What follows belongs to an exercise in optimizing a design on an open flow for a short achievable clock period and few clock cycles; a production flow would make more cautious choices.
Only simulation tests tie the RTL to the original design; equivalence was not proved.
Power and IR drop assume default switching activity.

File: design.v
module idxfp (
    input             clk,
    input             rst,             
    input             reset_capable,   
    input             poll,
    input      [31:0] now,
    output            busy,
    input             rx_avail,
    input       [7:0] rx_data,
    output            rx_pop,
    output            rdr_rst_n,
    output            ev_read,
    output            ev_remove,
    output     [39:0] ev_tag,
    input             cfg_req,
    input             cfg_we,
    input       [1:0] cfg_addr,
    input      [31:0] cfg_wdata,
    output     [31:0] cfg_rdata
);
    reg         rc;          
    reg         act;         
    reg         pe;          
    reg  [3:0]  cnt;         
    reg         seen;        
    reg         f_rt;        
    reg         f_exp;       
    reg         nr, nm;      
    reg         np;          
    reg  [11:0] dl_lo;       
    reg  [20:0] now_hi;      
    reg  [11:0] dl_mid;      
    reg  [47:0] fb;          
    reg  [7:0]  syn;         
    reg  [4:0]  eqb;         
    reg  [3:0]  hold;
    reg  [3:0]  ncnt;
    reg         fd_err;
    reg         in_frame;
    reg  [1:0]  pstate;
    reg  [32:0] deadline;
    reg  [39:0] last_tag;
    reg  [31:0] wait_r;
    reg  [1:0]  ev_en;
    reg  [3:0]  errstat;
    reg  [31:0] cfg_rdata_q;
    wire        take = pe && rx_avail;    
    wire        settled = fd_err || (syn != 8'd0) || (seen && (&eqb));
    wire        last_ok = (cnt == 4'd15) && settled;
    assign rx_pop    = take;
    assign busy      = act;
    assign ev_read   = nr && !(take && !last_ok);
    assign ev_remove = nm && !(take && !last_ok);
    assign rdr_rst_n = !np;
    assign ev_tag    = last_tag;
    assign cfg_rdata = cfg_rdata_q;
    wire        exp_ge;
    wire [11:0] dl_lo_n;
    wire [11:0] dl_mid_n;
    wire [10:0] dl_top;
    wire        rc_n, act_n, pe_n, seen_n, f_rt_n, f_exp_n, nr_n, nm_n, np_n;
    wire        act_a, act_b, f_exp_a, f_exp_b, nm_a, nm_b;
    wire [3:0]  cnt_n;
    wire [11:0] dl_lo_q_n;
    wire [20:0] now_hi_n;
    wire [47:0] fb_n;
    wire [7:0]  syn_n;
    wire [4:0]  eqb_n;
    wire [3:0]  hold_n, ncnt_n;
    wire        fd_err_n, in_frame_n;
    wire [1:0]  pstate_n;
    wire [32:0] deadline_n;
    wire [39:0] last_tag_n;
    wire [31:0] wait_n;
    wire [1:0]  ev_en_n;
    wire [3:0]  errstat_n;
    wire [31:0] cfg_rdata_n;
    idxfp_cmp u_cmp (
        .now(now), .deadline(deadline), .ge(exp_ge)
    );
    idxfp_add u_add (
        .now_lo(now[10:0]), .now_hi(now_hi), .wait_r(wait_r),
        .dl_lo(dl_lo), .dl_mid(dl_mid),
        .dl_lo_n(dl_lo_n), .dl_mid_n(dl_mid_n), .dl_top(dl_top)
    );
    idxfp_next u_next (
        .rst(rst), .reset_capable(reset_capable), .poll(poll), .now(now),
        .rx_avail(rx_avail), .d(rx_data),
        .cfg_req(cfg_req), .cfg_we(cfg_we), .cfg_addr(cfg_addr), .cfg_wdata(cfg_wdata),
        .dl_lo_sum(dl_lo_n), .dl_top(dl_top),
        .rc(rc), .act(act), .pe(pe), .cnt(cnt), .seen(seen), .f_rt(f_rt), .f_exp(f_exp),
        .nr(nr), .nm(nm), .np(np), .dl_lo(dl_lo), .now_hi(now_hi), .dl_mid(dl_mid),
        .fb(fb), .syn(syn), .eqb(eqb), .hold(hold), .ncnt(ncnt), .fd_err(fd_err), .in_frame(in_frame),
        .pstate(pstate), .deadline(deadline), .last_tag(last_tag),
        .wait_r(wait_r), .ev_en(ev_en), .errstat(errstat), .cfg_rdata_q(cfg_rdata_q),
        .rc_n(rc_n), .act_n(act_b), .pe_n(pe_n), .cnt_n(cnt_n), .seen_n(seen_n),
        .f_rt_n(f_rt_n), .f_exp_n(f_exp_b), .nr_n(nr_n), .nm_n(nm_b), .np_n(np_n),
        .act_a(act_a), .f_exp_a(f_exp_a), .nm_a(nm_a),
        .dl_lo_q_n(dl_lo_q_n), .now_hi_n(now_hi_n),
        .fb_n(fb_n), .syn_n(syn_n), .eqb_n(eqb_n), .hold_n(hold_n), .ncnt_n(ncnt_n), .fd_err_n(fd_err_n),
        .in_frame_n(in_frame_n), .pstate_n(pstate_n), .deadline_n(deadline_n),
        .last_tag_n(last_tag_n), .wait_n(wait_n), .ev_en_n(ev_en_n),
        .errstat_n(errstat_n), .cfg_rdata_n(cfg_rdata_n)
    );
    idxfp_late u_late (
        .ge(exp_ge), .a({act_a, f_exp_a, nm_a}), .b({act_b, f_exp_b, nm_b}),
        .y({act_n, f_exp_n, nm_n})
    );
    always @(posedge clk) begin
        rc          <= rc_n;
        act         <= act_n;
        pe          <= pe_n;
        cnt         <= cnt_n;
        seen        <= seen_n;
        f_rt        <= f_rt_n;
        f_exp       <= f_exp_n;
        nr          <= nr_n;
        nm          <= nm_n;
        np          <= np_n;
        dl_lo       <= dl_lo_q_n;
        now_hi      <= now_hi_n;
        dl_mid      <= dl_mid_n;
        fb          <= fb_n;
        syn         <= syn_n;
        eqb         <= eqb_n;
        hold        <= hold_n;
        ncnt        <= ncnt_n;
        fd_err      <= fd_err_n;
        in_frame    <= in_frame_n;
        pstate      <= pstate_n;
        deadline    <= deadline_n;
        last_tag    <= last_tag_n;
        wait_r      <= wait_n;
        ev_en       <= ev_en_n;
        errstat     <= errstat_n;
        cfg_rdata_q <= cfg_rdata_n;
    end
endmodule
module idxfp_cmp (
    input  [31:0] now,
    input  [32:0] deadline,
    output        ge
);
    wire [31:0] g0 = now & ~deadline[31:0];
    wire [31:0] e0 = ~(now ^ deadline[31:0]);
    wire [15:0] g1, e1;
    wire [7:0]  g2, e2;
    wire [3:0]  g3, e3;
    wire [1:0]  g4, e4;
    genvar k;
    generate
        for (k = 0; k < 16; k = k + 1) begin : l1
            assign g1[k] = g0[2*k+1] | (e0[2*k+1] & g0[2*k]);
            assign e1[k] = e0[2*k+1] & e0[2*k];
        end
        for (k = 0; k < 8; k = k + 1) begin : l2
            assign g2[k] = g1[2*k+1] | (e1[2*k+1] & g1[2*k]);
            assign e2[k] = e1[2*k+1] & e1[2*k];
        end
        for (k = 0; k < 4; k = k + 1) begin : l3
            assign g3[k] = g2[2*k+1] | (e2[2*k+1] & g2[2*k]);
            assign e3[k] = e2[2*k+1] & e2[2*k];
        end
        for (k = 0; k < 2; k = k + 1) begin : l4
            assign g4[k] = g3[2*k+1] | (e3[2*k+1] & g3[2*k]);
            assign e4[k] = e3[2*k+1] & e3[2*k];
        end
    endgenerate
    wire gt = g4[1] | (e4[1] & g4[0]);
    wire eq = e4[1] & e4[0];
    assign ge = !deadline[32] && (gt || eq);
endmodule
module idxfp_late (
    input        ge,
    input  [2:0] a,
    input  [2:0] b,
    output [2:0] y
);
    assign y = b | (a & {3{ge}});
endmodule
module idxfp_add (
    input  [10:0] now_lo,
    input  [20:0] now_hi,
    input  [31:0] wait_r,
    input  [11:0] dl_lo,
    input  [11:0] dl_mid,
    output [11:0] dl_lo_n,
    output [11:0] dl_mid_n,
    output [10:0] dl_top
);
    assign dl_lo_n  = {1'b0, now_lo} + {1'b0, wait_r[10:0]};
    assign dl_mid_n = {1'b0, now_hi[10:0]} + {1'b0, wait_r[21:11]} + {11'd0, dl_lo[11]};
    assign dl_top   = now_hi[20:11] + wait_r[31:22] + {9'd0, dl_mid[11]};
endmodule
module idxfp_next (
    input             rst,
    input             reset_capable,
    input             poll,
    input      [31:0] now,
    input             rx_avail,
    input       [7:0] d,
    input             cfg_req,
    input             cfg_we,
    input       [1:0] cfg_addr,
    input      [31:0] cfg_wdata,
    input      [11:0] dl_lo_sum,
    input      [10:0] dl_top,
    input             rc, act, pe,
    input       [3:0] cnt,
    input             seen, f_rt, f_exp, nr, nm, np,
    input      [11:0] dl_lo,
    input      [20:0] now_hi,
    input      [11:0] dl_mid,
    input      [47:0] fb,
    input       [7:0] syn,
    input       [4:0] eqb,
    input       [3:0] hold, ncnt,
    input             fd_err, in_frame,
    input       [1:0] pstate,
    input      [32:0] deadline,
    input      [39:0] last_tag,
    input      [31:0] wait_r,
    input       [1:0] ev_en,
    input       [3:0] errstat,
    input      [31:0] cfg_rdata_q,
    output reg        rc_n, act_n, pe_n,
    output reg  [3:0] cnt_n,
    output reg        seen_n, f_rt_n, f_exp_n, nr_n, nm_n, np_n,
    output reg [11:0] dl_lo_q_n,
    output reg [20:0] now_hi_n,
    output reg [47:0] fb_n,
    output reg  [7:0] syn_n,
    output reg  [4:0] eqb_n,
    output reg  [3:0] hold_n, ncnt_n,
    output reg        fd_err_n, in_frame_n,
    output reg  [1:0] pstate_n,
    output reg [32:0] deadline_n,
    output reg [39:0] last_tag_n,
    output reg [31:0] wait_n,
    output reg  [1:0] ev_en_n,
    output reg  [3:0] errstat_n,
    output reg [31:0] cfg_rdata_n,
    output            act_a, f_exp_a, nm_a
);
    localparam [31:0] WAIT_RESET = 32'd1000;
    localparam [1:0] P_IDLE    = 2'd0;
    localparam [1:0] P_SETTLED = 2'd1;
    localparam [1:0] P_AWAIT   = 2'd2;
    wire c_stx  = (d == 8'h02);
    wire c_etx  = (d == 8'h03);
    wire c_pad  = (d == 8'h0D) || (d == 8'h0A);
    wire c_hexd = (d[7:4] == 4'h3) && (!d[3] || (d[2:1] == 2'b00));
    wire c_hexl = (d[7:3] == 5'b01000) && (d[2:0] != 3'd0) && (d[2:0] != 3'd7);
    wire c_hex  = c_hexd || c_hexl;
    wire c_inv  = !(c_stx || c_etx || c_pad || c_hex);
    wire [3:0] nib = c_hexd ? d[3:0] :
                     {1'b1, (d[2:0] >= 3'd3), (d[2:0] == 3'd1 || d[2:0] == 3'd2 || d[2:0] == 3'd5 || d[2:0] == 3'd6), !d[0]};
    wire       ok     = !fd_err;
    wire       n12    = (ncnt == 4'd12);
    wire       inc    = ok && !n12;           
    wire       ovf    = ok && n12;            
    wire       hsel   = inc && !ncnt[0];      
    wire       tag_ok = ok && (syn == 8'd0);
    wire       wr     = c_hex && inc && ncnt[0];   
    reg  [7:0] fb_old;                        
    always @* begin
        case (ncnt[3:1])
        3'd0:    fb_old = fb[47:40];
        3'd1:    fb_old = fb[39:32];
        3'd2:    fb_old = fb[31:24];
        3'd3:    fb_old = fb[23:16];
        3'd4:    fb_old = fb[15:8];
        default: fb_old = fb[7:0];
        endcase
    end
    wire       take   = pe && rx_avail;       
    wire       endc   = act && !take;         
    wire       dec    = take && c_etx && tag_ok;
    wire       fin16  = take && (cnt == 4'd15) && (!tag_ok || (seen && (&eqb)));
    wire       seen_b = seen || dec;
    wire may_exp = rc && (pstate == P_AWAIT);
    wire exp_new = 1'b0;                      
    assign act_a   = !rst && poll && may_exp;
    assign f_exp_a = !rst && poll && may_exp;
    assign nm_a    = !rst && poll && may_exp && ev_en[1];
    integer i;
    always @* begin
        rc_n        = rc;
        act_n       = act;
        pe_n        = pe;
        cnt_n       = cnt;
        seen_n      = seen;
        f_rt_n      = f_rt;
        f_exp_n     = f_exp;
        nr_n        = nr;
        nm_n        = nm;
        np_n        = np;
        dl_lo_q_n   = dl_lo;
        now_hi_n    = now_hi;
        fb_n        = fb;
        syn_n       = syn;
        eqb_n       = eqb;
        hold_n      = hold;
        ncnt_n      = ncnt;
        fd_err_n    = fd_err;
        in_frame_n  = in_frame;
        pstate_n    = pstate;
        deadline_n  = deadline;
        last_tag_n  = last_tag;
        wait_n      = wait_r;
        ev_en_n     = ev_en;
        errstat_n   = errstat;
        cfg_rdata_n = cfg_rdata_q;
        if (rst) begin
            rc_n        = reset_capable;
            act_n       = 1'b0;
            pe_n        = 1'b0;
            cnt_n       = 4'd0;
            seen_n      = 1'b0;
            f_rt_n      = 1'b0;
            f_exp_n     = 1'b0;
            nr_n        = 1'b0;
            nm_n        = 1'b0;
            np_n        = 1'b0;
            dl_lo_q_n   = 12'd0;
            now_hi_n    = 21'd0;
            fb_n        = 48'd0;
            syn_n       = 8'd0;
            eqb_n       = 5'h1f;
            hold_n      = 4'd0;
            ncnt_n      = 4'd0;
            fd_err_n    = 1'b1;
            in_frame_n  = 1'b0;
            pstate_n    = P_IDLE;
            deadline_n  = 33'd0;
            last_tag_n  = 40'd0;
            wait_n      = WAIT_RESET;
            ev_en_n     = 2'd0;
            errstat_n   = 4'd0;
            cfg_rdata_n = 32'd0;
        end else begin
            if (endc || fin16) begin
                if (seen) begin
                    pstate_n = rc ? P_AWAIT : P_SETTLED;
                    if (rc) deadline_n = {dl_top, dl_mid[10:0], dl_lo[10:0]};
                end else if (f_exp) begin
                    pstate_n = P_IDLE;
                end
            end
            if (poll) begin
                act_n     = rx_avail || exp_new;
                pe_n      = rx_avail;
                cnt_n     = 4'd0;
                seen_n    = 1'b0;
                dl_lo_q_n = dl_lo_sum;
                now_hi_n  = now[31:11];
                f_rt_n    = ev_en[0] && (!rc || pstate != P_AWAIT);
                f_exp_n   = exp_new;
                nr_n      = 1'b0;
                np_n      = 1'b0;
                nm_n      = exp_new && ev_en[1];
            end else if (take) begin
                cnt_n  = cnt + 4'd1;
                pe_n   = (cnt != 4'd15);
                seen_n = seen_b;
                nr_n   = seen_b && f_rt;
                np_n   = seen_b && rc;
                nm_n   = !seen_b && f_exp && ev_en[1];
                if (fin16) begin
                    act_n = 1'b0;
                    nr_n  = 1'b0;
                    nm_n  = 1'b0;
                    np_n  = 1'b0;
                end
            end else if (endc) begin
                act_n = 1'b0;
                pe_n  = 1'b0;
                nr_n  = 1'b0;
                nm_n  = 1'b0;
                np_n  = 1'b0;
            end
            if (cfg_req) begin
                if (cfg_we) begin
                    case (cfg_addr)
                    2'd0: wait_n    = cfg_wdata;
                    2'd1: ev_en_n   = cfg_wdata[1:0];
                    2'd2: errstat_n = errstat & ~cfg_wdata[3:0];
                    default: ;
                    endcase
                end else begin
                    case (cfg_addr)
                    2'd0:    cfg_rdata_n = wait_r;
                    2'd1:    cfg_rdata_n = {30'd0, ev_en};
                    2'd2:    cfg_rdata_n = {28'd0, errstat};
                    default: cfg_rdata_n = 32'd0;
                    endcase
                end
            end
            if (take) begin
                if (c_stx) begin
                    ncnt_n     = 4'd0;
                    fd_err_n   = 1'b0;
                    in_frame_n = 1'b1;
                end
                if (c_etx)
                    in_frame_n = 1'b0;
                if (c_hex && inc)
                    ncnt_n = ncnt + 4'd1;
                if ((c_hex && ovf) || (c_inv && ok))
                    fd_err_n = 1'b1;
                if (c_hex && hsel)
                    hold_n = nib;
                for (i = 0; i < 6; i = i + 1)
                    if (c_hex && inc && ncnt == 2 * i + 1)
                        fb_n[47 - 8 * i -: 8] = {hold, nib};
                if (wr)
                    syn_n = syn ^ fb_old ^ {hold, nib};
                for (i = 0; i < 5; i = i + 1)
                    if (c_hex && inc && ncnt == 2 * i + 1)
                        eqb_n[i] = ({hold, nib} == last_tag[39 - 8 * i -: 8]);
                if (dec)
                    eqb_n = 5'h1f;
                if (dec)
                    last_tag_n = fb[47:8];
                if (in_frame) begin
                    if (c_etx && ok && !tag_ok) errstat_n[0] = 1'b1;
                    if (c_stx)                  errstat_n[1] = 1'b1;
                    if (c_inv && ok)            errstat_n[2] = 1'b1;
                    if (c_hex && ovf)           errstat_n[3] = 1'b1;
                end
            end
        end
    end
endmodule
File: run.sh
#!/bin/bash
# synth_recipe.tcl (not shown) runs the flow's synth.tcl, then flattens the netlist and writes it again
# the make line also repeats each setting of config.mk as NAME=value (left out here)
make -C /OpenROAD-flow-scripts/flow DESIGN_CONFIG=/design/flow/config.mk WORK_HOME=/design/flow/orfs CLKGATE_MAP_FILE= SYNTH_SCRIPT=/design/flow/synth_recipe.tcl finish
File: config.mk
export PLATFORM = sky130hd
export DESIGN_NAME = idxfp
export DESIGN_NICKNAME = idxfp
export VERILOG_FILES = /design/flow/design.v
export SDC_FILE = /design/flow/constraint.sdc
export NUM_CORES = 4
export LEC_CHECK = 0
export CAP_MARGIN = 20
export CORE_MARGIN = 2
export CORE_UTILIZATION = 40
export SETUP_SLACK_MARGIN = 2.7
export SLEW_MARGIN = 20
export SYNTH_HIERARCHICAL = 1
File: constraint.sdc
create_clock -name core_clock -period 5.0 [get_ports {clk}]
set_input_delay 1.0000 -clock core_clock [delete_from_list [all_inputs] [get_ports {clk}]]
set_output_delay 1.0000 -clock core_clock [all_outputs]
set_load 0.01 [all_outputs]
==> flow_metrics.tcl, run 1 <==
set metrics [dict create \
    drtPass1Iterations 5 \
    slew_headroom 0.316 \
    vias_per_cell 5.25 \
    ys_top_cells_by_area "dfxtp_1, nand2_1, a21oi_1, ha_1, mux2i_1" \
    crit_fanout 2 \
    final_cell_mix "nand2_1, dfxtp_1, a21oi_1, nor2_1, dlygate4sd2_1" \
    setup_viol_count_final 0 \
    hold_path.class "register to register" \
    critPathKind "input port to output port" \
    worstPathArrival_ns 1.70 \
    wl_met1_um 17500 \
    clockRootBuffer "clkbuf_16" \
    synth_edf_count 0 \
    netlist_instances 1559 \
    cts_hold_buf 0 \
    power.share.sequential 0.448 \
    layout_commonest_cell "nand2_1" \
    cts.sinks 274 \
    syn_nets 1711 \
    async_reset_ff_frac 0 \
    overflow 0 \
    dp_cells 2074 \
    vdd_drop_max_uv 272 \
    power.internal_w 0.00385 \
    wire_per_inst_um 17.3 \
    rsz0062_at_grt "yes" \
    ys_ff_latch 274 \
    diodes 0 \
    rows 66 \
    finalHoldViolCount 0 \
    synth_cell_types 69 \
    grt_max_degree 203 \
    worstSetupEndpointType "output port" \
    outcome "no timing/DRC/antenna violations" \
    worstMarginPinSlew_ns 1.03 \
    route.antenna.remaining_nets 0 \
    fin_crit_ns 2.70 \
    power.switching_w 0.00116 \
    die_area_sq_um 34400 \
    die_w_um 185 \
    dr_wl_met2_um 17300 \
    max-cap-violations 0 \
    drc 0 \
    wirelength_um 37600 \
    finalMaxSlewViolations 0 \
    yosys_warnings 8 \
    track_usage 0.213 \
    die_h_um 185 \
    finalNonFillerCells 2175 \
    worstPathRequired_ns 4.00 \
    leakagePower_nw 6.85 \
    yosysTopAreaCellShare 0.416 \
    drt-initial-drc-count 735 \
    clkTransAtPathRegs_ns 0.06 \
    top_layer_used "met4" \
    p_sw_frac 0.231 \
    yosysTopAreaCell "dfxtp_1" \
    seq_area_frac_synth 0.416 \
    synth_area_per_cell_sq_um 8.45 \
    finalNetCount 1862 \
    pwr-share-comb 0.085 \
    drive_gt1_frac 0.148 \
    core_sq_um 32500 \
    numCtsBuffers 31 \
    power_w 0.00501 \
    h-tree-depth 1 \
    grt_pass1_wl_um 58700 \
    grt_pass1_vias 10900 \
    powerDensity_nw_per_um2 295 \
    port_buffers 157 \
    initial_core_util 0.406 \
    fmax_mhz 371 \
    area_delta_synth_final_pct 28.8 \
    clock_path_buffers 3 \
    fin_skew_ns 0.00811 \
    pwr-share-clk 0.467 \
    grt_antenna_before_repair 0 \
    ys.flop_type "dfxtp_1" \
    setup_tns_ns 0 \
    dr_wl_met3_um 1970 \
    cts_tree "done" \
    min_period_over_period 0.539 \
    clock_latency_ns 0.54 \
    dp.final_hpwl_um 25000 \
    ios 158 \
    place.gp.congestion 0.858 \
    vias 11400 \
    synth_area_sq_um 13200 \
    start_kind "input port" \
]
-- modules after synthesis (local to each module, per instance) --
module      copies in the design  cells inside  area (sq um)
idxfp_add                      1           187          1490
idxfp_cmp                      1           109           800
idxfp                          1           288          5580
idxfp_late                     1             3          22.5
idxfp_next                     1           972          5280
-- Yosys cell counts, types with 15 or more instances --
cell type / count
nand3_1: 37
a22oi_1: 28
a21o_1: 15
xnor2_1: 34
nand2_1: 289
buf_2: 19
inv_1: 60
dfxtp_1: 274
a21oi_1: 188
a211oi_1: 24
ha_1: 66
nor2_1: 141
xor2_1: 41
mux2i_1: 59
clkbuf_1: 64
and3_1: 15
o21ai_0: 30
-- worst paths after layout --
kind / from / endpoint / slack (ns) / depth (start not counted)
setup / recovery: rx_avail / ev_remove / 2.30 / 5
hold / removal: dl_mid[1]$_DFF_P_ / deadline[12]$_DFF_P_ / 0.43 / 2
setup reg to reg: ncnt[2]$_DFF_P_ / syn[7]$_DFF_P_ / 2.79 / 6
hold reg to reg: dl_mid[1]$_DFF_P_ / deadline[12]$_DFF_P_ / 0.43 / 2
-- power groups by stage --
stage / sequential (W) / combinational (W) / clock, W
2_1_floorplan: 0.00229 / 0.000242 / 0
3_3_place_gp: 0.00229 / 0.000378 / 0
3_5_place_dp: 0.00229 / 0.000382 / 0
4_1_cts: 0.00224 / 0.000407 / 0.00238
5_1_grt: 0.00225 / 0.000463 / 0.00248
6_report: 0.00224 / 0.000424 / 0.00234
-- kinds of logic after synthesis --
| logic type | Yosys count | share of synthesized area |
|---|---|---|
| AOI/OAI and AO/OA | 347 | 0.164 |
| buffers and inverters | 157 | 0.0503 |
| adders and majority gates | 71 | 0.0703 |
| and+or+nand+nor | 567 | 0.189 |
| DFF | 274 | 0.416 |
| muxes | 67 | 0.0585 |
| xor gates and xnor gates | 76 | 0.0511 |
-- state kept, by name (all words and copies together), names as in the netlist, 2 cells and up --
name,flops
fb,48
deadline,33
last_tag,40
syn,8
now_hi,21
dl_lo,12
eqb,5
dl_mid,12
cnt,4
ncnt,4
ev_en,2
wait_r,32
hold,4
cfg_rdata_q,32
errstat,4
pstate,2
-- area by class of cell --
class,count,area (sq um)
Fill cell,3065,15500
Clock inverter,13,165
Tap cell,442,553
Clock buffer,43,891
Multi-Input combinational cell,1130,7690
Inverter,60,225
Sequential cell,274,5500
Timing Repair Buffer,213,1940
-- critical path, cell delays in order --
cell      delay (ns)
buf_8           0.09
and4bb_2        0.20
o211a_1         0.15
a21oi_2         0.12
buf_2           0.13
-- what timing repair did --
item	in CTS	in global routing
setup buffers	31	12
cloned	2	0
hold endpoints to repair	0	0
endpoints found under the setup margin	297	145
pin swaps	40	28
resized for setup	207	65
-- metal layers --
metal	up-vias	track usage
li1	5657	-
met1	5412	0.294
met2	281	0.349
met3	63	0.0335
met4	0	0.0521
met5	-	0
-- per-stage QoR --
step,area (sq um),hold WS (ns),util,setup slack [ns]
final,17000,0.434,0.523,2.30
after detailed placement,15300,0.429,0.471,1.15
after CTS,16700,0.433,0.513,2.28
after global routing,17000,0.446,0.523,2.28
after floorplan,13600,0.417,-,2.44
after global placement,15300,0.420,0.471,1.23
Testbench counts, summed over its fixed seeds: cycles 53,321.
==> inputs of run 2 (changes only) <==
--- a/design.v
+++ b/design.v
@@ -21,6 +21,7 @@
     reg         rc;          
     reg         act;         
     reg         pe;          
+    reg         pq;          
     reg  [3:0]  cnt;         
     reg         seen;        
     reg         f_rt;        
@@ -45,12 +46,10 @@
     reg  [3:0]  errstat;
     reg  [31:0] cfg_rdata_q;
     wire        take = pe && rx_avail;    
-    wire        settled = fd_err || (syn != 8'd0) || (seen && (&eqb));
-    wire        last_ok = (cnt == 4'd15) && settled;
     assign rx_pop    = take;
     assign busy      = act;
-    assign ev_read   = nr && !(take && !last_ok);
-    assign ev_remove = nm && !(take && !last_ok);
+    assign ev_read   = nr && !(pq && rx_avail);
+    assign ev_remove = nm && !(pq && rx_avail);
     assign rdr_rst_n = !np;
     assign ev_tag    = last_tag;
     assign cfg_rdata = cfg_rdata_q;
@@ -58,7 +57,7 @@
     wire [11:0] dl_lo_n;
     wire [11:0] dl_mid_n;
     wire [10:0] dl_top;
-    wire        rc_n, act_n, pe_n, seen_n, f_rt_n, f_exp_n, nr_n, nm_n, np_n;
+    wire        rc_n, act_n, pe_n, pq_n, seen_n, f_rt_n, f_exp_n, nr_n, nm_n, np_n;
     wire        act_a, act_b, f_exp_a, f_exp_b, nm_a, nm_b;
     wire [3:0]  cnt_n;
     wire [11:0] dl_lo_q_n;
@@ -88,12 +87,12 @@
         .rx_avail(rx_avail), .d(rx_data),
         .cfg_req(cfg_req), .cfg_we(cfg_we), .cfg_addr(cfg_addr), .cfg_wdata(cfg_wdata),
         .dl_lo_sum(dl_lo_n), .dl_top(dl_top),
-        .rc(rc), .act(act), .pe(pe), .cnt(cnt), .seen(seen), .f_rt(f_rt), .f_exp(f_exp),
+        .rc(rc), .act(act), .pe(pe), .pq(pq), .cnt(cnt), .seen(seen), .f_rt(f_rt), .f_exp(f_exp),
         .nr(nr), .nm(nm), .np(np), .dl_lo(dl_lo), .now_hi(now_hi), .dl_mid(dl_mid),
         .fb(fb), .syn(syn), .eqb(eqb), .hold(hold), .ncnt(ncnt), .fd_err(fd_err), .in_frame(in_frame),
         .pstate(pstate), .deadline(deadline), .last_tag(last_tag),
         .wait_r(wait_r), .ev_en(ev_en), .errstat(errstat), .cfg_rdata_q(cfg_rdata_q),
-        .rc_n(rc_n), .act_n(act_b), .pe_n(pe_n), .cnt_n(cnt_n), .seen_n(seen_n),
+        .rc_n(rc_n), .act_n(act_b), .pe_n(pe_n), .pq_n(pq_n), .cnt_n(cnt_n), .seen_n(seen_n),
         .f_rt_n(f_rt_n), .f_exp_n(f_exp_b), .nr_n(nr_n), .nm_n(nm_b), .np_n(np_n),
         .act_a(act_a), .f_exp_a(f_exp_a), .nm_a(nm_a),
         .dl_lo_q_n(dl_lo_q_n), .now_hi_n(now_hi_n),
@@ -110,6 +109,7 @@
         rc          <= rc_n;
         act         <= act_n;
         pe          <= pe_n;
+        pq          <= pq_n;
         cnt         <= cnt_n;
         seen        <= seen_n;
         f_rt        <= f_rt_n;
@@ -205,7 +205,7 @@
     input      [31:0] cfg_wdata,
     input      [11:0] dl_lo_sum,
     input      [10:0] dl_top,
-    input             rc, act, pe,
+    input             rc, act, pe, pq,
     input       [3:0] cnt,
     input             seen, f_rt, f_exp, nr, nm, np,
     input      [11:0] dl_lo,
@@ -223,7 +223,7 @@
     input       [1:0] ev_en,
     input       [3:0] errstat,
     input      [31:0] cfg_rdata_q,
-    output reg        rc_n, act_n, pe_n,
+    output reg        rc_n, act_n, pe_n, pq_n,
     output reg  [3:0] cnt_n,
     output reg        seen_n, f_rt_n, f_exp_n, nr_n, nm_n, np_n,
     output reg [11:0] dl_lo_q_n,
@@ -276,7 +276,7 @@
     wire       take   = pe && rx_avail;       
     wire       endc   = act && !take;         
     wire       dec    = take && c_etx && tag_ok;
-    wire       fin16  = take && (cnt == 4'd15) && (!tag_ok || (seen && (&eqb)));
+    wire       fin16  = take && !pq;
     wire       seen_b = seen || dec;
     wire may_exp = rc && (pstate == P_AWAIT);
     wire exp_new = 1'b0;                      
@@ -288,6 +288,7 @@
         rc_n        = rc;
         act_n       = act;
         pe_n        = pe;
+        pq_n        = pq;
         cnt_n       = cnt;
         seen_n      = seen;
         f_rt_n      = f_rt;
@@ -315,6 +316,7 @@
             rc_n        = reset_capable;
             act_n       = 1'b0;
             pe_n        = 1'b0;
+            pq_n        = 1'b0;
             cnt_n       = 4'd0;
             seen_n      = 1'b0;
             f_rt_n      = 1'b0;
@@ -350,6 +352,7 @@
             if (poll) begin
                 act_n     = rx_avail || exp_new;
                 pe_n      = rx_avail;
+                pq_n      = rx_avail;
                 cnt_n     = 4'd0;
                 seen_n    = 1'b0;
                 dl_lo_q_n = dl_lo_sum;
@@ -366,6 +369,7 @@
                 nr_n   = seen_b && f_rt;
                 np_n   = seen_b && rc;
                 nm_n   = !seen_b && f_exp && ev_en[1];
+                pq_n   = (cnt != 4'd15);
                 if (fin16) begin
                     act_n = 1'b0;
                     nr_n  = 1'b0;
@@ -375,6 +379,7 @@
             end else if (endc) begin
                 act_n = 1'b0;
                 pe_n  = 1'b0;
+                pq_n  = 1'b0;
                 nr_n  = 1'b0;
                 nm_n  = 1'b0;
                 np_n  = 1'b0;
@@ -420,6 +425,8 @@
                         eqb_n[i] = ({hold, nib} == last_tag[39 - 8 * i -: 8]);
                 if (dec)
                     eqb_n = 5'h1f;
+                if (cnt == 4'd14 && (fd_err_n || (seen_b && (&eqb_n))))
+                    pq_n = 1'b0;
                 if (dec)
                     last_tag_n = fb[47:8];
                 if (in_frame) begin
--- a/config.mk
+++ b/config.mk
@@ -7,7 +7,7 @@
 export LEC_CHECK = 0
 export CAP_MARGIN = 20
 export CORE_MARGIN = 2
-export CORE_UTILIZATION = 40
+export CORE_UTILIZATION = 60
 export SETUP_SLACK_MARGIN = 2.7
 export SLEW_MARGIN = 20
 export SYNTH_HIERARCHICAL = 1
==> flow_metrics.tcl, run 2 <==
set metrics [dict create \
    outcome "no timing/DRC/antenna violations" \
    drc 0 \
    hold_path.class "register to register" \
    cp_top_family "simple AND/OR/NAND/NOR gates" \
    worstPathRequired_ns 5.42 \
    crit_fanout 7 \
    synth_common_cells "dfxtp_1, nor2_1, nand2_1" \
    grt_pass1_wl_um 61300 \
    overflow 0 \
    vias_per_cell 6.03 \
    critPathKind "input port to register" \
    yosysTopAreaCell "dfxtp_1" \
    slew_headroom 0.438 \
    fmax_mhz 411 \
    yosysMostFrequentCell "dfxtp_1" \
    port_buffers 157 \
    ys_ff_latch 275 \
    whs_ns 0.436 \
    synth_edf_count 0 \
    timing.rr.end "pq$_DFF_P_" \
    max-cap-violations 0 \
    wire_per_inst_um 19.6 \
    fin_crit_ns 2.43 \
    numCtsBuffers 29 \
    route.antenna.remaining_nets 0 \
    netlist_instances 1579 \
    largest_reg_flops 48 \
    worstMarginPinSlew_ns 0.842 \
    grt_max_degree 108 \
    cts.sinks 275 \
    critPathMaxStageDelay_ns 0.60 \
    regToRegSetupSlack_ns 2.58 \
    synth_area_sq_um 13700 \
    powerDensity_nw_per_um2 277 \
    clock_path_buffers 3 \
    core_sq_um 22500 \
    pwr-share-clk 0.454 \
    h-tree-depth 1 \
    holdCritStartpoint "dl_mid[2]$_DFF_P_" \
    power.internal_w 0.00381 \
    start_kind "input port" \
    ios 158 \
    ys_top_cells_by_area "dfxtp_1, mux2i_1, ha_1, nor2_1, nand2_1" \
    async_reset_ff_frac 0 \
    grt_pass1_vias 11500 \
    die_area_sq_um 24100 \
    leakagePower_nw 7.40 \
    finalMaxSlewViolations 0 \
    clock_latency_ns 0.55 \
    synth_cell_types 91 \
    dp_cells 1945 \
    drtPass1Iterations 5 \
    place.gp.congestion 0.870 \
    crit_chain "buf_2, and4bb_4, and2_4, nor4b_1, nor4_2, nor4_1, a211o_1, a31oi_1" \
    worstPathArrival_ns 2.85 \
    cts_tree "done" \
    drt-initial-drc-count 845 \
    finalNetCount 1908 \
    power.switching_w 0.00116 \
    initial_core_util 0.609 \
    synth_area_per_cell_sq_um 8.68 \
    hold-path-endpoint "deadline[13]$_DFF_P_" \
    cp_slowest_cell "nor4b_1" \
    reg.largest.list "fb x48, last_tag x40, deadline x33" \
    path_buf_inv 1 \
    area_delta_synth_final_pct 31.0 \
    hold_depth 2 \
    worstSetupEndpointType "register" \
    fin_skew_ns 0.00914 \
    die_h_um 155 \
    drive_gt1_frac 0.179 \
    track_usage 0.314 \
    vias 12400 \
    pwr-share-comb 0.092 \
    min_period_over_period 0.487 \
    ys.flop_type "dfxtp_1" \
    setup_viol_count_final 0 \
    grt_antenna_before_repair 1 \
    power.share.sequential 0.454 \
    finalHoldViolCount 0 \
    clkTransAtPathRegs_ns 0.06 \
    finalNonFillerCells 2062 \
    vdd_drop_max_uv 298 \
    rows 55 \
    p_sw_frac 0.233 \
    syn_nets 1732 \
    setup_tns_ns 0 \
    die_w_um 155 \
    wirelength_um 40400 \
    seq_area_frac_synth 0.402 \
    clockRootBuffer "clkbuf_16" \
    post-place-ws_ns 0.995 \
    yosysTopAreaCellShare 0.402 \
    yosys_warnings 8 \
    rr_startpoint "hold[1]$_DFF_P_" \
    rsz0062_at_grt "yes" \
    reg2reg_depth 7 \
    largest_register "fb" \
    timing.final.ws_setup_ns 2.57 \
    dp.final_hpwl_um 25700 \
    layout_commonest_cell "dfxtp_1" \
    final_cell_mix "dfxtp_1, nor2_1, nand2_1, a21oi_1, mux2i_1" \
]
[run 2: cell count changes after synthesis, sizes merged, moves of 13 or more]
| cell | previous run | this run |
|---|---|---|
| a21oi | 194 | 144 |
| nor2 | 142 | 214 |
| mux2i | 59 | 113 |
| xor2 | 41 | 12 |
| xnor2 | 35 | 48 |
| nand2 | 289 | 187 |
[run 2: repair_timing]
| item | CTS | global route |
|---|---|---|
| pin swaps | 39 | 52 |
| gates resized for setup | 247 | 95 |
| buffers inserted | 35 | 22 |
| gates cloned | 6 | 1 |
| hold buffers | 0 | 0 |
| endpoints found under the hold margin | 0 | 0 |
| setup endpoints to repair | 259 | 150 |
[run 2: worst max-delay path by stage]
stage                          end  depth (start not counted)        from
floorplan           syn[1]$_DFF_P_                          9  rx_data[6]
global placement    syn[4]$_DFF_P_                          7  rx_data[7]
detailed placement  syn[3]$_DFF_P_                          7  rx_data[7]
CTS                      ev_remove                          3    rx_avail
global route        eqb[0]$_DFF_P_                         10  rx_data[7]
finish                  pq$_DFF_P_                          8  rx_data[4]
[run 2: power by group through the flow]
stage / clock network (W) / registers (W) / logic (W)
6_report: 0.00226 / 0.00226 / 0.000455
3_5_place_dp: 0 / 0.00231 / 0.000399
2_1_floorplan: 0 / 0.00230 / 0.000259
3_3_place_gp: 0 / 0.00230 / 0.000392
4_1_cts: 0.00228 / 0.00226 / 0.000424
5_1_grt: 0.00236 / 0.00226 / 0.000493
[run 2: logic make-up after synthesis]
| group | after synthesis | synth area share |
|---|---|---|
| fa+ha+maj | 72 | 0.0685 |
| xor+xnor | 64 | 0.0463 |
| mux | 122 | 0.0900 |
| flops | 275 | 0.402 |
| buf+inv | 153 | 0.0463 |
| simple gates | 562 | 0.191 |
| compound gates | 331 | 0.157 |
[run 2: metal layers]
metal / share of wire / GRT usage
met1: 0.40 / 0.399
met2: 0.48 / 0.543
met3: 0.068 / 0.0373
met4: 0.053 / 0.131
met5: 0 / 0
[run 2: area by class of cell]
type / instances / area (sq um)
diodes: 1 / 2.50
clock buffers: 43 / 848
clock inverters: 9 / 149
fillers: 1561 / 4560
inverters: 59 / 221
multi-input cells: 1151 / 8410
flip-flops and latches: 275 / 5540
well taps: 285 / 357
repair buffers: 239 / 2420
[run 2: modules after synthesis, one instance, submodules excluded]
module / cells / times used
idxfp_add: 175 / 1
idxfp_late: 3 / 1
idxfp_next: 1013 / 1
idxfp: 279 / 1
idxfp_cmp: 109 / 1
[run 2: tightest hold or removal path, stage by stage, from the launching register on]
cell	delay, ns
dfxtp_1	0.29
nand2_1	0.04
a21oi_1	0.05
[run 2: stage by stage]
stage          total power, W  area (sq um)   util
6_report              0.00497         17900  0.797
3_5_place_dp          0.00270         15700  0.698
2_1_floorplan         0.00256         14100      -
5_1_grt               0.00512         17900  0.797
3_3_place_gp          0.00270         15700  0.698
4_1_cts               0.00496         17400  0.772
Testbench counts of run 2, summed over its fixed seeds: cycles 53,383.
==> inputs of run 3 (changes only) <==
--- a/config.mk
+++ b/config.mk
@@ -7,7 +7,7 @@
 export LEC_CHECK = 0
 export CAP_MARGIN = 20
 export CORE_MARGIN = 2
-export CORE_UTILIZATION = 60
-export SETUP_SLACK_MARGIN = 2.7
+export CORE_UTILIZATION = 40
+export SETUP_SLACK_MARGIN = 2.6
 export SLEW_MARGIN = 20
 export SYNTH_HIERARCHICAL = 1
==> flow_metrics.tcl, run 3 <==
set metrics [dict create \
    die_h_um 189 \
    grt_pass1_vias 11100 \
    finalHoldViolCount 0 \
    vdd_drop_max_uv 240 \
    layout_commonest_cell "dfxtp_1" \
    drive_gt1_frac 0.144 \
    post-place-ws_ns 0.899 \
    die_area_sq_um 35700 \
    clockRootBuffer "clkbuf_16" \
    reg.largest.list "fb x48, last_tag x40, deadline x33" \
    yosysTopAreaCellShare 0.402 \
    fin_skew_ns 0.00887 \
    numCtsBuffers 31 \
    synth_cell_types 91 \
    place.gp.congestion 0.868 \
    start_kind "input port" \
    wirelength_um 39200 \
    seq_area_frac_synth 0.402 \
    diodes 0 \
    setup_viol_count_final 0 \
    timing.rr.end "pq$_DFF_P_" \
    synth_area_sq_um 13700 \
    grt_pass1_wl_um 61200 \
    h-tree-depth 1 \
    drtPass1Iterations 7 \
    rows 67 \
    reg2reg_depth 6 \
    yosysMostFrequentCell "dfxtp_1" \
    grt_antenna_before_repair 1 \
    powerDensity_nw_per_um2 287 \
    holdCritStartpoint "dl_mid[5]$_DFF_P_" \
    overflow 0 \
    largest_reg_flops 48 \
    wire_per_inst_um 17.8 \
    area_delta_synth_final_pct 27.2 \
    drt-initial-drc-count 768 \
    worstPathArrival_ns 2.82 \
    slew_headroom 0.257 \
    core_sq_um 33600 \
    worstPathRequired_ns 5.40 \
    initial_core_util 0.408 \
    finalMaxSlewViolations 0 \
    regToRegSetupSlack_ns 2.63 \
    drc 0 \
    clock_latency_ns 0.56 \
    fmax_mhz 413 \
    die_w_um 189 \
    rr_startpoint "hold[0]$_DFF_P_" \
    vias_per_cell 5.34 \
    max-cap-violations 0 \
    min_period_over_period 0.484 \
    synth_area_per_cell_sq_um 8.68 \
    outcome "no timing/DRC/antenna violations" \
    cts_hold_buf 0 \
    largest_register "fb" \
    final_cell_mix "dfxtp_1, nor2_1, nand2_1, a21oi_1, mux2i_1" \
    syn_nets 1732 \
    netlist_instances 1579 \
    critPathKind "input port to register" \
    cts_tree "done" \
    ys_ff_latch 275 \
    port_buffers 157 \
    timing.final.ws_setup_ns 2.58 \
    ios 158 \
    clkTransAtPathRegs_ns 0.06 \
    rsz0062_at_grt "yes" \
    clock_path_buffers 3 \
    async_reset_ff_frac 0 \
    leakagePower_nw 7.21 \
    synth_common_cells "dfxtp_1, nor2_1, nand2_1" \
    ys.flop_type "dfxtp_1" \
    finalNetCount 1884 \
    route.antenna.remaining_nets 0 \
    worstMarginPinSlew_ns 1.11 \
    worstSetupEndpointType "register" \
    hold-path-endpoint "deadline[16]$_DFF_P_" \
    fin_crit_ns 2.42 \
    setup_tns_ns 0 \
    track_usage 0.211 \
    vias 11700 \
    hold_depth 2 \
    ys_top_cells_by_area "dfxtp_1, mux2i_1, ha_1, nor2_1, nand2_1" \
    grt_max_degree 160 \
    dp.final_hpwl_um 26400 \
    hold_path.class "register to register" \
    synth_edf_count 0 \
    crit_fanout 6 \
    cts.sinks 275 \
    yosys_warnings 8 \
    yosysTopAreaCell "dfxtp_1" \
]
-- run 3: kinds of logic after synthesis --
family | count (synthesis) | share of synthesized area
adders and majority gates | 72 | 0.0685
DFF | 275 | 0.402
xor gates and xnor gates | 64 | 0.0463
buffers and inverters | 153 | 0.0463
AOI/OAI and AO/OA | 331 | 0.157
muxes | 122 | 0.0900
and+or+nand+nor | 562 | 0.191
-- run 3: routing by layer --
metal	track usage	share of wire
met4	0.0409	0.015
met5	0	0
met3	0.0239	0.045
met1	0.307	0.49
met2	0.337	0.45
-- run 3: area by class of cell --
cell class,instances,area (sq um)
repair buffers,211,1970
multi-input cells,1153,8110
well taps,448,561
fillers,3079,16200
flip-flops and latches,275,5540
clock inverters,8,148
inverters,59,221
clock buffers,43,881
-- run 3: how the worst max path moves through the flow --
stage | start | to | slack (ns) | cells past startpoint
floorplan | rx_data[6] | syn[1]$_DFF_P_ | 2.33 | 9
global placement | rx_data[7] | syn[3]$_DFF_P_ | 1.01 | 7
detailed placement | rx_data[7] | syn[5]$_DFF_P_ | 0.90 | 7
CTS | rx_data[0] | pq$_DFF_P_ | 2.60 | 9
global route | rx_data[4] | eqb[2]$_DFF_P_ | 2.56 | 8
finish | rx_data[4] | syn[1]$_DFF_P_ | 2.58 | 11
-- run 3: through the flow --
step / power, W / cell area, sq um / utilization / instances / hold WS [ns]
2_1_floorplan: 0.00255 / 14000 / - / 1579 / 0.417
3_3_place_gp: 0.00269 / 15700 / 0.468 / 2107 / 0.421
3_5_place_dp: 0.00270 / 15700 / 0.468 / 2107 / 0.427
4_1_cts: 0.00503 / 17100 / 0.509 / 2186 / 0.432
5_1_grt: 0.00520 / 17400 / 0.519 / 2197 / 0.451
6_report: 0.00500 / 17400 / 0.519 / 2197 / 0.424
-- run 3: where the power goes --
group	internal (W)	switching [W]	leakage, nW	total, W
clock network	0.00142	0.000899	0.505	0.00232
registers	0.00223	0.0000264	2.24	0.00226
logic	0.000195	0.000230	4.46	0.000425
-- run 3: per-module statistics from Yosys (local to each module, per instance) --
module / area, sq um / cells / flip-flops and latches
idxfp: 5530 / 279 / 275
idxfp_add: 1380 / 175 / 0
idxfp_cmp: 800 / 109 / 0
idxfp_late: 22.5 / 3 / 0
idxfp_next: 5970 / 1013 / 0
-- run 3: timing repair --
| action | in CTS | in global routing |
|---|---|---|
| pin swaps | 24 | 23 |
| cloned | 2 | 2 |
| gates resized for setup | 214 | 72 |
| setup endpoints to repair | 297 | 152 |
| setup buffers | 26 | 9 |
-- run 3: critical path: stages --
cell	delay, ns
buf_2	0.18
and4bb_4	0.32
nand2_4	0.09
a21oi_4	0.25
buf_12	0.16
nand4_1	0.15
buf_4	0.21
buf_4	0.15
a21oi_2	0.12
xnor2_1	0.12
nor2_1	0.05
==> inputs of run 4 (changes only) <==
--- a/config.mk
+++ b/config.mk
@@ -8,6 +8,6 @@
 export CAP_MARGIN = 20
 export CORE_MARGIN = 2
 export CORE_UTILIZATION = 40
-export SETUP_SLACK_MARGIN = 2.6
+export SETUP_SLACK_MARGIN = 2.8
 export SLEW_MARGIN = 20
 export SYNTH_HIERARCHICAL = 1
==> flow_metrics.tcl, run 4 <==
set metrics [dict create \
    slew_headroom 0.435 \
    drt-initial-drc-count 769 \
    critPathKind "input port to register" \
    die_h_um 189 \
    yosysTopAreaCellShare 0.402 \
    area_delta_synth_final_pct 37.3 \
    drive_gt1_frac 0.251 \
    globalRouteMet1Util 0.326 \
    wire_per_inst_um 18.7 \
    yosysMostFrequentCell "dfxtp_1" \
    die_w_um 189 \
    max-cap-violations 0 \
    powerDensity_nw_per_um2 257 \
    drtPass1Iterations 5 \
    core_sq_um 33600 \
    start_kind "input port" \
    synth_common_cells "dfxtp_1, nor2_1, nand2_1" \
    seq_area_frac_synth 0.402 \
    synth_area_per_cell_sq_um 8.68 \
    vias_per_cell 5.41 \
    fmax_mhz 418 \
    hold_path.class "register to register" \
    fin_crit_ns 2.39 \
    finalNetCount 1938 \
    design_area_sq_um 18800 \
    ios 158 \
    worstPathRequired_ns 5.40 \
    power_w 0.00483 \
    clock_path_buffers 3 \
    setup_viol_count_final 0 \
    dp_cells 2105 \
    async_reset_ff_frac 0 \
    vdd_drop_max_uv 230 \
    min_period_over_period 0.478 \
    h-tree-depth 1 \
    synth_cell_types 91 \
    syn_nets 1732 \
    yosysTopAreaCell "dfxtp_1" \
    outcome "no timing/DRC/antenna violations" \
    critPathMaxStageDelay_ns 0.37 \
    synth_area_sq_um 13700 \
    clock_latency_ns 0.56 \
    finalMaxSlewViolations 0 \
    largest_register "fb" \
    finalHoldViolCount 0 \
    cp_top_family "simple AND/OR/NAND/NOR gates" \
    layout_commonest_cell "dfxtp_1" \
    fillers 2957 \
    ys_top_cells_by_area "dfxtp_1, mux2i_1, ha_1, nor2_1, nand2_1" \
    worstMarginPinSlew_ns 0.847 \
    initial_core_util 0.408 \
    place_area_sq_um 15900 \
    grt_antenna_before_repair 1 \
    grtUsageMet3 0.0319 \
    die_area_sq_um 35700 \
    wirelength_um 42300 \
    leakagePower_nw 7.51 \
    grt_max_degree 155 \
    cts_tree "done" \
    place.gp.congestion 0.810 \
    reg.largest.list "fb x48, last_tag x40, deadline x33" \
    clkTransAtPathRegs_ns 0.06 \
    rows 67 \
    grt_pass1_vias 11600 \
    largest_reg_flops 48 \
    fin_skew_ns 0.0145 \
    numCtsBuffers 30 \
    ys_ff_latch 275 \
    path_buf_inv 6 \
    top_usage_layer "met2" \
    grt_pass1_wl_um 64400 \
    crit_fanout 4 \
    setup_tns_ns 0 \
    vias 12200 \
    grt_use_met2 0.353 \
    worstSetupEndpointType "register" \
    yosys_warnings 8 \
    crit_top_cell "buf_6" \
    final_cell_mix "dfxtp_1, nor2_1, nand2_1, a21oi_1, mux2i_1" \
    dp.final_hpwl_um 26200 \
    crit_chain "buf_8, and4bb_4, buf_12, nand2_8, a21oi_4, buf_6, buf_6, buf_6, nand3_4, nor2_4, clkbuf_16, mux2i_1, nor2_1" \
    cp_slowest_cell "and4bb_4" \
    drc 0 \
    ff_latch_area_sq_um 5590 \
    cts.sinks 275 \
    multiInputGateArea_sq_um 8740 \
    track_usage 0.225 \
    ys.flop_type "dfxtp_1" \
    rsz0062_at_grt "yes" \
    overflow 0 \
    timing.final.ws_setup_ns 2.61 \
    route.antenna.remaining_nets 0 \
    clockRootBuffer "clkbuf_16" \
    netlist_instances 1579 \
    post-place-ws_ns 0.968 \
    finalNonFillerCells 2254 \
    synth_edf_count 0 \
    worstPathArrival_ns 2.80 \
    port_buffers 157 \
]
==> run 4: cell counts after synthesis <==
No cell type changed its count.
==> run 4: cell type report <==
type,instances,area share
Sequential cell,275,0.297
Clock inverter,5,0.00266
Clock buffer,47,0.0466
Antenna cell,1,0.000133
Tap cell,448,0.0298
Timing Repair Buffer,264,0.148
Inverter,59,0.0118
Multi-Input combinational cell,1155,0.464
==> run 4: path summary, 6_finish.rpt <==
check        slack (ns)  depth (start not counted)              endpoint              start
max                2.61                         13        fb[25]$_DFF_P_         rx_data[6]
min                0.43                          2  deadline[19]$_DFF_P_  dl_mid[8]$_DFF_P_
max reg2reg        2.78                          7            pq$_DFF_P_    ncnt[0]$_DFF_P_
min reg2reg        0.43                          2  deadline[19]$_DFF_P_  dl_mid[8]$_DFF_P_
==> run 4: power breakdown <==
| group | leakage [nW] | internal, W | switching [W] |
|---|---|---|---|
| Combinational | 4.80 | 0.000215 | 0.000252 |
| Clock | 0.455 | 0.00124 | 0.000874 |
| Sequential | 2.25 | 0.00222 | 0.0000272 |
| Total | 7.51 | 0.00368 | 0.00115 |
==> run 4: through the flow <==
| step | utilization | hold slack [ns] |
|---|---|---|
| final | 0.559 | 0.431 |
| after global routing | 0.559 | 0.441 |
| after CTS | 0.542 | 0.435 |
| after detailed placement | 0.473 | 0.427 |
| after global placement | 0.473 | 0.421 |
| after floorplan | - | 0.417 |
==> run 4: worst reg2reg max path: stages (launching register included) <==
cell and delay, ns:
dfxtp_1 0.52, ha_1 0.38, nand2_1 0.20, a211o_1 0.34, nor2_1 0.21, a31oi_4 0.12, nor4_1 0.18, a31oi_1 0.12
==> run 4: cells by family (layout without fill, tap and decap cells) <==
| family | after synthesis | count (layout) | share of synthesized area |
|---|---|---|---|
| adders and majority gates | 72 | 72 | 0.0685 |
| AOI/OAI and AO/OA | 331 | 331 | 0.157 |
| DFF | 275 | 275 | 0.402 |
| buffers and inverters | 153 | 375 | 0.0463 |
| other | 0 | 1 | 0 |
| xor gates and xnor gates | 64 | 64 | 0.0463 |
| and+or+nand+nor | 562 | 566 | 0.191 |
| muxes | 122 | 122 | 0.0900 |
==> run 4: modules after synthesis (local to each module, per instance) <==
module / area (sq um) / cells inside / copies in the design / flops+latches
idxfp_next: 5970 / 1013 / 1 / 0
idxfp: 5530 / 279 / 1 / 275
idxfp_late: 22.5 / 3 / 1 / 0
idxfp_add: 1380 / 175 / 1 / 0
idxfp_cmp: 800 / 109 / 1 / 0
==> run 4: timing repair <==
action	in CTS	in global routing
buffers inserted	62	18
pin swaps	71	81
endpoints found under the setup margin	306	233
gates cloned	13	3
resized for setup	423	169
hold buffers	0	0
==> run 4: per-layer routing <==
layer,wire (um),vias to the layer above
li1,-,5937
met1,20000,5847
met2,18900,336
met3,2490,63
met4,854,0
met5,0,-
==> inputs of run 5 (changes only) <==
--- a/config.mk
+++ b/config.mk
@@ -8,6 +8,6 @@
 export CAP_MARGIN = 20
 export CORE_MARGIN = 2
 export CORE_UTILIZATION = 40
-export SETUP_SLACK_MARGIN = 2.8
+export SETUP_SLACK_MARGIN = 2.7
 export SLEW_MARGIN = 20
 export SYNTH_HIERARCHICAL = 1
==> flow_metrics.tcl, run 5 <==
set metrics [dict create \
    core_sq_um 33600 \
    largest_reg_flops 48 \
    grt_max_degree 161 \
    netlist_instances 1579 \
    place.gp.congestion 0.843 \
    yosysMostFrequentCell "dfxtp_1" \
    synth_compound_area_frac 0.157 \
    fin_crit_ns 2.36 \
    worstSetupEndpointType "register" \
    die_area_sq_um 35700 \
    finalHoldViolCount 0 \
    layout_commonest_cell "dfxtp_1" \
    synth_edf_count 0 \
    ios 158 \
    synth_xor_area_frac 0.0463 \
    drtPass1Iterations 5 \
    worstPathArrival_ns 2.76 \
    synth_area_per_cell_sq_um 8.68 \
    ys_top_cells_by_area "dfxtp_1, mux2i_1, ha_1, nor2_1, nand2_1" \
    synth_area_sq_um 13700 \
    power.share.sequential 0.429 \
    port_buffers 157 \
    track_usage 0.216 \
    dp.final_hpwl_um 26500 \
    finalMaxSlewViolations 0 \
    pwr-share-comb 0.084 \
    h-tree-depth 1 \
    grt_use_met2 0.348 \
    globalRouteMet1Util 0.307 \
    fillers 3055 \
    regToRegSetupSlack_ns 2.77 \
    p_sw_frac 0.228 \
    fmax_mhz 423 \
    grt_pass1_wl_um 62700 \
    synth_fa_ha_area_frac 0.0685 \
    worstMarginPinSlew_ns 1.11 \
    worstPathRequired_ns 5.39 \
    drc 0 \
    powerDensity_nw_per_um2 290 \
    ys.flop_type "dfxtp_1" \
    rsz0062_at_grt "yes" \
    vias_per_cell 5.36 \
    drt-initial-drc-count 824 \
    leakagePower_nw 7.44 \
    rows 67 \
    drive_gt1_frac 0.176 \
    crit_fanout 10 \
    max-cap-violations 0 \
    outcome "no timing/DRC/antenna violations" \
    route.antenna.remaining_nets 0 \
    yosys_warnings 8 \
    grt_antenna_before_repair 2 \
    clockRootBuffer "clkbuf_16" \
    wire_per_inst_um 18.2 \
    synth-simple-area-share 0.191 \
    largest_register "fb" \
    grt_pass1_vias 11500 \
    seq_area_frac_synth 0.402 \
    reg.largest.list "fb x48, last_tag x40, deadline x33" \
    critPathKind "input port to register" \
    clock_path_buffers 3 \
    setup_tns_ns 0 \
    hold_path.class "register to register" \
    power.switching_w 0.00120 \
    start_kind "input port" \
    synth_cell_types 91 \
    vias 12000 \
    synth_common_cells "dfxtp_1, nor2_1, nand2_1" \
    area_delta_synth_final_pct 32.5 \
    power_w 0.00526 \
    overflow 0 \
    top_usage_layer "met2" \
    die_w_um 189 \
    ys_ff_latch 275 \
    fin_skew_ns 0.00968 \
    die_h_um 189 \
    final_cell_mix "dfxtp_1, nor2_1, nand2_1, a21oi_1, mux2i_1" \
    cts_tree "done" \
    muxShareOfSynthArea 0.0900 \
    clock_latency_ns 0.55 \
    yosysTopAreaCellShare 0.402 \
    min_period_over_period 0.473 \
    grtUsageMet3 0.0326 \
    power.internal_w 0.00406 \
    wirelength_um 40500 \
    finalNetCount 1912 \
    slew_headroom 0.263 \
    numCtsBuffers 31 \
    syn_nets 1732 \
    initial_core_util 0.408 \
    pwr-share-clk 0.488 \
    clkTransAtPathRegs_ns 0.06 \
    cts.sinks 275 \
    async_reset_ff_frac 0 \
    synth_top_family_by_area "simple AND/OR/NAND/NOR gates" \
    yosysTopAreaCell "dfxtp_1" \
    setup_viol_count_final 0 \
    vdd_drop_max_uv 286 \
]
==> run 5: cell counts after synthesis <==
No cell type changed its count.
==> run 5: per-layer routing <==
layer | part of all wire | up-vias
li1 | - | 5867
met3 | 0.060 | 54
met4 | 0.018 | 0
met5 | 0 | -
met2 | 0.44 | 317
met1 | 0.48 | 5731
==> run 5: cell families (layout without fill, tap and decap cells) <==
group | after synthesis | in the layout
AOI/OAI and AO/OA | 331 | 331
xor gates and xnor gates | 64 | 64
adders and majority gates | 72 | 72
buffers and inverters | 153 | 354
DFF | 275 | 275
muxes | 122 | 122
other | 0 | 2
and+or+nand+nor | 562 | 564
==> run 5: final timing paths <==
path	from	cells past startpoint	endpoint
worst max-delay path	rx_data[7]	12	fb[22]$_DFF_P_
worst max register to register	ncnt[1]$_DFF_P_	11	syn[0]$_DFF_P_
worst min-delay path	dl_mid[7]$_DFF_P_	2	deadline[18]$_DFF_P_
worst min register to register	dl_mid[7]$_DFF_P_	2	deadline[18]$_DFF_P_
==> run 5: cell type report <==
class                   instances  area [sq um]  share of cell area
clock buffers                  41           873              0.0481
inverters                      59           221              0.0122
repair buffers                239          2350               0.130
well taps                     448           561              0.0309
diodes                          2          5.00            0.000276
clock inverters                15           283              0.0156
multi-input cells            1153          8310               0.458
flip-flops and latches        275          5540               0.306
==> run 5: per-module statistics from Yosys, one instance, submodules excluded <==
module / cell area (sq um) / flip-flops and latches / cells
idxfp_next: 5970 / 0 / 1013
idxfp: 5530 / 275 / 279
idxfp_add: 1380 / 0 / 175
idxfp_cmp: 800 / 0 / 109
idxfp_late: 22.5 / 0 / 3
==> run 5: timing repair <==
item | CTS | global route
setup buffers | 36 | 17
hold buffers | 0 | 0
gates resized for setup | 265 | 60
gates cloned | 4 | 7
hold endpoints to repair | 0 | 0
endpoints found under the setup margin | 290 | 140
pin swaps | 48 | 45
==> run 5: worst max-delay path, stage by stage <==
cell,delay [ns]
buf_12,0.11
and4bb_4,0.39
buf_12,0.12
nand2_8,0.05
a21oi_4,0.16
buf_6,0.15
buf_4,0.12
nand3_4,0.09
nor2_4,0.14
buf_12,0.15
mux2i_1,0.20
nor2_1,0.06
==> run 5: metrics by stage <==
step,area (sq um),std cells,worst slack (ns),hold slack [ns],utilization
5_1_grt,18100,2231,2.58,0.457,0.540
6_report,18100,2232,2.64,0.433,0.540
3_3_place_gp,15900,2110,1.03,0.422,0.473
2_1_floorplan,14100,1579,2.33,0.417,-
3_5_place_dp,15900,2110,0.859,0.426,0.473
4_1_cts,17700,2206,2.63,0.435,0.527
==> run 5: power groups by stage <==
| stage | combinational (W) | clock, W | sequential (W) |
|---|---|---|---|
| 6_report | 0.000440 | 0.00257 | 0.00226 |
| 5_1_grt | 0.000480 | 0.00273 | 0.00226 |
| 4_1_cts | 0.000430 | 0.00262 | 0.00226 |
| 3_5_place_dp | 0.000405 | 0 | 0.00231 |
| 3_3_place_gp | 0.000399 | 0 | 0.00230 |
| 2_1_floorplan | 0.000259 | 0 | 0.00230 |
==> inputs of run 6 (changes only) <==
--- a/design.v
+++ b/design.v
@@ -312,35 +312,7 @@
         ev_en_n     = ev_en;
         errstat_n   = errstat;
         cfg_rdata_n = cfg_rdata_q;
-        if (rst) begin
-            rc_n        = reset_capable;
-            act_n       = 1'b0;
-            pe_n        = 1'b0;
-            pq_n        = 1'b0;
-            cnt_n       = 4'd0;
-            seen_n      = 1'b0;
-            f_rt_n      = 1'b0;
-            f_exp_n     = 1'b0;
-            nr_n        = 1'b0;
-            nm_n        = 1'b0;
-            np_n        = 1'b0;
-            dl_lo_q_n   = 12'd0;
-            now_hi_n    = 21'd0;
-            fb_n        = 48'd0;
-            syn_n       = 8'd0;
-            eqb_n       = 5'h1f;
-            hold_n      = 4'd0;
-            ncnt_n      = 4'd0;
-            fd_err_n    = 1'b1;
-            in_frame_n  = 1'b0;
-            pstate_n    = P_IDLE;
-            deadline_n  = 33'd0;
-            last_tag_n  = 40'd0;
-            wait_n      = WAIT_RESET;
-            ev_en_n     = 2'd0;
-            errstat_n   = 4'd0;
-            cfg_rdata_n = 32'd0;
-        end else begin
+        begin
             if (endc || fin16) begin
                 if (seen) begin
                     pstate_n = rc ? P_AWAIT : P_SETTLED;
@@ -437,5 +409,24 @@
                 end
             end
         end
+        if (rst) begin
+            rc_n        = reset_capable;
+            act_n       = 1'b0;
+            pe_n        = 1'b0;
+            nr_n        = 1'b0;
+            nm_n        = 1'b0;
+            np_n        = 1'b0;
+            fb_n        = 48'd0;
+            syn_n       = 8'd0;
+            eqb_n       = 5'h1f;
+            fd_err_n    = 1'b1;
+            in_frame_n  = 1'b0;
+            pstate_n    = P_IDLE;
+            deadline_n  = 33'd0;
+            last_tag_n  = 40'd0;
+            wait_n      = WAIT_RESET;
+            ev_en_n     = 2'd0;
+            errstat_n   = 4'd0;
+        end
     end
 endmodule
==> flow_metrics.tcl, run 6 <==
set metrics [dict create \
    critPathMaxStageDelay_ns 0.47 \
    largest_register "fb" \
    netlist_instances 1532 \
    critPathKind "input port to register" \
    h-tree-depth 1 \
    leakagePower_nw 6.86 \
    synth_cell_types 79 \
    hold_depth 2 \
    dp.final_hpwl_um 25400 \
    layout_commonest_cell "nand2_1" \
    overflow 0 \
    cp_top_family "simple AND/OR/NAND/NOR gates" \
    path_buf_inv 3 \
    drive_gt1_frac 0.199 \
    crit_cells 10 \
    dp_cells 2063 \
    finalHoldViolCount 0 \
    regToRegSetupSlack_ns 2.61 \
    yosysTopAreaCellShare 0.415 \
    drc 0 \
    vdd_drop_max_uv 254 \
    finalNonFillerCells 2182 \
    vias_per_cell 5.26 \
    clock_latency_ns 0.56 \
    ys_top_cells_by_area "dfxtp_1, nand2_1, ha_1, a21oi_1, mux2_2" \
    finalMaxSlewViolations 0 \
    die_area_sq_um 34600 \
    hold_path.class "register to register" \
    rows 66 \
    worstSetupEndpointType "register" \
    reg.largest.list "fb x48, last_tag x40, deadline x33" \
    route.antenna.remaining_nets 0 \
    fin_skew_ns 0.0256 \
    rsz0062_at_grt "yes" \
    port_buffers 157 \
    grt_pass1_vias 11400 \
    worstMarginPinSlew_ns 0.835 \
    grt_pass1_wl_um 59700 \
    cts_tree "done" \
    fmax_mhz 406 \
    worstPathRequired_ns 5.42 \
    syn_nets 1689 \
    final_cell_mix "nand2_1, dfxtp_1, a21oi_1, nor2_1, dlygate4sd2_1" \
    area_delta_synth_final_pct 32.2 \
    wire_per_inst_um 17.3 \
    synth_area_sq_um 13300 \
    grt_antenna_before_repair 0 \
    largest_reg_flops 48 \
    worstPathArrival_ns 2.88 \
    numCtsBuffers 30 \
    die_h_um 186 \
    clock_path_buffers 3 \
    cts.sinks 275 \
    yosysMostFrequentCell "nand2_1" \
    core_sq_um 32600 \
    drtPass1Iterations 5 \
    reg2reg_depth 7 \
    crit_chain "buf_8, and4bb_4, buf_6, nand2_8, a21oi_4, nand3_4, buf_6, or4_4, nand2_1, a21oi_2" \
    yosys_warnings 8 \
    ys.flop_type "dfxtp_1" \
    synth_edf_count 0 \
    wirelength_um 37700 \
    synth_common_cells "nand2_1, dfxtp_1, a21oi_1" \
    max-cap-violations 0 \
    initial_core_util 0.407 \
    start_kind "input port" \
    setup_tns_ns 0 \
    slew_headroom 0.443 \
    ios 158 \
    crit_fanout 6 \
    ys_ff_latch 275 \
    track_usage 0.215 \
    finalNetCount 1873 \
    setup_viol_count_final 0 \
    fin_crit_ns 2.46 \
    synth_area_per_cell_sq_um 8.66 \
    min_period_over_period 0.493 \
    cts_hold_buf 0 \
    clockRootBuffer "clkbuf_16" \
    outcome "no timing/DRC/antenna violations" \
    diodes 0 \
    vias 11500 \
    cp_slowest_cell "or4_4" \
    crit_top_cell "buf_6" \
    clkTransAtPathRegs_ns 0.06 \
    drt-initial-drc-count 591 \
    powerDensity_nw_per_um2 293 \
    seq_area_frac_synth 0.415 \
    async_reset_ff_frac 0 \
    place.gp.congestion 0.879 \
    die_w_um 186 \
    grt_max_degree 79 \
    yosysTopAreaCell "dfxtp_1" \
]
run 6: changes by cell type after synthesis, moves of 31 or more:
| cell | previous run | this run |
|---|---|---|
| a22oi_1 | 31 | 0 |
| mux2i_1 | 113 | 41 |
| nor2_1 | 209 | 105 |
| a21oi_1 | 137 | 173 |
| mux2_2 | 9 | 43 |
| nand2_1 | 185 | 276 |
run 6: final cells by class:
class | instances | area [sq um]
Clock buffer | 50 | 947
Clock inverter | 6 | 80.1
Fill cell | 2999 | 15100
Inverter | 66 | 258
Multi-Input combinational cell | 1104 | 7910
Sequential cell | 275 | 5540
Tap cell | 442 | 553
Timing Repair Buffer | 239 | 2250
run 6: modules after synthesis, one instance, submodules excluded:
module | flip-flops and latches | cells inside | cell area (sq um)
idxfp | 275 | 279 | 5530
idxfp_add | 0 | 172 | 1360
idxfp_cmp | 0 | 109 | 800
idxfp_late | 0 | 3 | 22.5
idxfp_next | 0 | 969 | 5550
run 6: worst paths after layout:
kind / from / endpoint
setup reg to reg: hold[3]$_DFF_P_ / pq$_DFF_P_
hold reg to reg: dl_mid[3]$_DFF_P_ / deadline[14]$_DFF_P_
hold / removal: dl_mid[3]$_DFF_P_ / deadline[14]$_DFF_P_
setup / recovery: rx_data[6] / fb[6]$_DFF_P_
run 6: tightest hold or removal path, cell delays in order, from the launching register on:
cell and delay, ns:
dfxtp_1 0.29, nand2_1 0.05, a21oi_1 0.05
run 6: metrics by stage:
step	power (W)	util	cell area, sq um	hold WS, ns	setup WS, ns
2_1_floorplan	0.00266	-	13700	0.417	2.18
3_3_place_gp	0.00284	0.474	15500	0.426	0.843
3_5_place_dp	0.00285	0.475	15500	0.433	0.724
4_1_cts	0.00517	0.527	17200	0.439	2.62
5_1_grt	0.00534	0.537	17500	0.455	2.49
6_report	0.00513	0.537	17500	0.434	2.54
run 6: timing repair:
item / CTS / global route
setup endpoints to repair: 239 / 103
buffers inserted: 43 / 16
resized for setup: 266 / 76
pin swaps: 36 / 52
cloned: 3 / 1
run 6: routing by layer:
layer / global-route usage / share of wire / up-vias
met5: 0 / 0 / -
met4: 0.0573 / 0.020 / 0
met3: 0.0262 / 0.044 / 55
met2: 0.359 / 0.46 / 265
met1: 0.295 / 0.47 / 5479
li1: - / - / 5683
run 6: cells by family after synthesis:
kind of cell	share of synthesized area
AND/OR/NAND/NOR	0.174
AO/OA/AOI/OAI	0.171
flip-flops	0.415
buffers and inverters	0.0480
multiplexers	0.0674
adder cells (fa/ha/maj)	0.0745
XOR/XNOR	0.0493
run 6: where the power goes:
group	internal [W]	leakage [nW]	switching, W
Clock	0.00138	0.508	0.000898
Sequential	0.00227	2.25	0.0000528
Combinational	0.000261	4.10	0.000271
Total	0.00391	6.86	0.00122
Testbench counts of run 6, summed over its fixed seeds: cycles 53,383.

what the ideal ports hide:
In the flow no input, the clock included, has a driving cell. The finished layouts below were timed again as built, in two steps. Step 1 sets driving cells, clkbuf_16 on the clock port and buf_2 on the other inputs (assumed; they add their load-dependent delay and slew). Step 2 moves the port delays by t, midway between the first and last clock arrival at a register: inputs arrive t later, outputs are due t later. That takes back most of the time a late clock gives input paths. Slacks: ideal ports / drivers / drivers and shift; pairs: ideal ports / drivers.
run | t, ns | setup WS [ns] | hold WS [ns]
run 1 | 0.591 | 2.303 / 2.260 / 2.133 | 0.434 / 0.434 / 0.434
run 2 | 0.597 | 2.567 / 2.580 / 1.983 | 0.436 / 0.436 / 0.436
run 3 | 0.601 | 2.580 / 2.597 / 1.995 | 0.424 / 0.424 / 0.424
run 4 | 0.599 | 2.608 / 2.606 / 2.008 | 0.431 / 0.431 / 0.431
run 5 | 0.599 | 2.637 / 2.607 / 2.041 | 0.433 / 0.433 / 0.433
run 6 | 0.603 | 2.535 / 2.544 / 1.941 | 0.434 / 0.434 / 0.434
After both steps setup and hold are still met in every run listed. The setup slack of run 4, which loses most, moves by -0.002 ns with the drivers and by -0.600 ns with both steps.
